Source: an optimization exercise on an open RTL-to-GDS flow (aim: small area and a short achievable clock period). Production flows keep margins and buffers that such runs may drop.
Only simulation tests tie the RTL to the original design; equivalence was not proved.

// fm_demod
module fm_demod (
    input  wire        clk,
    input  wire        rst,         
    input  wire        in_valid,
    input  wire [7:0]  in_i,
    input  wire [7:0]  in_q,
    output wire        out_valid,
    output wire [15:0] out_ph
);
For scale: about 4900 cells after synthesis, roughly 790 flip-flops, about 36 I/O pins, ~45000 um2 of cells after synthesis.
Settings: LEC_CHECK=0, ABC_AREA=1, CAP_MARGIN=20, CORE_MARGIN=2, CORE_UTILIZATION=45, CTS_BUF_LIST=sky130_fd_sc_hd__clkbuf_4 sky130_fd_sc_hd__clkbuf_8, CTS_CLUSTER_SIZE=20, SETUP_SLACK_MARGIN=4.0, SLEW_MARGIN=20; clock period 7.0 ns.
run.sh (not shown) runs the stock make flow with config.mk's settings and CLKGATE_MAP_FILE= SYNTH_SCRIPT=/design/flow/synth_recipe.tcl, a recipe that flattens the netlist after the stock synthesis.
Next try:
==> flow/flow/run.sh (new file) <==
#!/bin/bash
# The standard layout (the standard.sh, unchanged synthesis), except that the
# port buffers are sky130_fd_sc_hd__buf_2 cells instead of the delay buffer
# buffer_ports picks by default.  Each tool's output goes to its own log here.
set -euo pipefail
bash standard.sh synth > synth.log 2>&1
bash standard.sh "BUFFER_PORTS_ARGS=-buffer_cell sky130_fd_sc_hd__buf_2" finish > layout.log 2>&1
cp -r orfs/logs layout_logs 2>/dev/null || true
==> flow/standard.sh (new file) <==
#!/bin/bash
# synth_recipe.tcl (not shown) runs the flow's synth.tcl, then flattens the netlist and writes it again
# the make line also repeats each setting of config.mk as NAME=value (left out here)
make -C /OpenROAD-flow-scripts/flow DESIGN_CONFIG=/design/flow/config.mk WORK_HOME=/design/flow/orfs CLKGATE_MAP_FILE= SYNTH_SCRIPT=/design/flow/synth_recipe.tcl "${@:-finish}"
--- a/flow/config.mk
+++ b/flow/config.mk
@@ -10,6 +10,4 @@
 export CORE_MARGIN = 2
 export CORE_UTILIZATION = 45
-export CTS_BUF_LIST = sky130_fd_sc_hd__clkbuf_4 sky130_fd_sc_hd__clkbuf_8
-export CTS_CLUSTER_SIZE = 20
-export SETUP_SLACK_MARGIN = 4.0
+export SETUP_SLACK_MARGIN = 4.3
 export SLEW_MARGIN = 20
removed: flow/run.sh
=> Final area climbs by 3.2%. Non-clock buffer count climbs by 62. Count of clock-buffer cells in the layout drops by 101. Core utilization climbs by 1.6 points. Sequential share of layout area drops by 0.94 points. Area after synthesis does not change. Routed wire length climbs by about 1.8%.

--- another note on this design; it stands on its own ---

==> v35 <==
// fm_demod
module fm_demod (
    input  wire        clk,
    input  wire        rst,         
    input  wire        in_valid,
    input  wire [7:0]  in_i,
    input  wire [7:0]  in_q,
    output wire        out_valid,
    output wire [15:0] out_ph
);
clock: 7.0 ns
lec_check: 0
abc_area: 1
cap_margin: 20
core_margin: 2
core_utilization: 60
setup_slack_margin: 4.0
slew_margin: 20
run.sh (not shown) runs the stock make flow with config.mk's settings and CLKGATE_MAP_FILE= SYNTH_SCRIPT=/design/flow/synth_recipe.tcl, a recipe that flattens the netlist after the stock synthesis.
==> inputs of v20, as changes to v35 <==
Settings changed: CORE_UTILIZATION 60 to 45.
==> comparison table <==
Met1 Track Usage GR: v35 0.374; v20 0.266
Avg Vias per Cell: v35 5.30; v20 5.05
Starting DRT DRC Count: v35 2,100; v20 2,105
Final core area utilization: v35 0.673; v20 0.514
Status: v35 complete, no violations; v20 complete, no violations
Cell with the largest stage delay on the worst path: v35 sky130_fd_sc_hd__edfxtp_1; v20 sky130_fd_sc_hd__fa_1
Initial Utilization: v35 0.603; v20 0.454
Met3 Wirelength: v35 5010 microns; v20 5030 microns
Final design area excluding fillers: v35 49,900 sq um; v20 50,500 sq um
Worst-skew pair later-pin latency: v35 0.64 ns; v20 0.69 ns
Die extent in y: v35 277 microns; v20 319 microns
Post-layout minimum cycle time: v35 3.04 ns; v20 2.95 ns
Number of cell instances on the worst register-to-register path: v35 7; v20 11
NonClk Buf Share: v35 0.0185; v20 0.0199
Timing startpoint of the critical path: v35 prv_ao[2]; v20 rer0_r1[13]
Count of inserted tapcells: v35 969; v20 1,287
Hold Worst Slack: v35 0.323 ns; v20 0.287 ns
Hold Startpoint: v35 zp_r13[5]; v20 qn_r6
Maximum frequency from static timing analysis: v35 329 MHz; v20 339 MHz
Reg2Reg Launch Point: v35 prv_ao[2]; v20 rer0_r1[13]
Share of cells above drive strength 1: v35 0.0816; v20 0.0844
Total Die Area: v35 76,700 sq um; v20 102,000 sq um
Number of signal-net inverters in the final layout: v35 510; v20 509

## port drivers added, routing unchanged
How much do the figures lean on ideal ports? The routed layouts below were timed once more, with nothing changed but the port constraints.
Step 1, drivers: a clkbuf_16 drives clk and a buf_2 each remaining input, both assumed.
Step 2 times the ports against the registers' clock, not the clock port: input delays grow and output delays shrink by t, the midpoint of the rising clock arrivals with the driver on.
Three values: ideal, step 1, step 2; two values: the first two.
| run | t (ns) | setup WS [ns] | pins driven straight from the clock port |
|---|---|---|---|
| the first run of note 1 | 0.883 | 4.046 / 4.046 / 3.270 | 1 |
| the second run of note 1 | 0.717 | 4.070 / 4.070 / 4.070 | 1 |
| v35 | 0.698 | 3.956 / 3.956 / 3.671 | 1 |
| v20 | 0.731 | 4.047 / 4.019 / 3.700 | 1 |
After both steps every run listed still meets setup and hold. For the first run of note 1, which loses most, drivers alone change the setup slack by 0.000 ns; drivers and shift together by -0.776 ns.
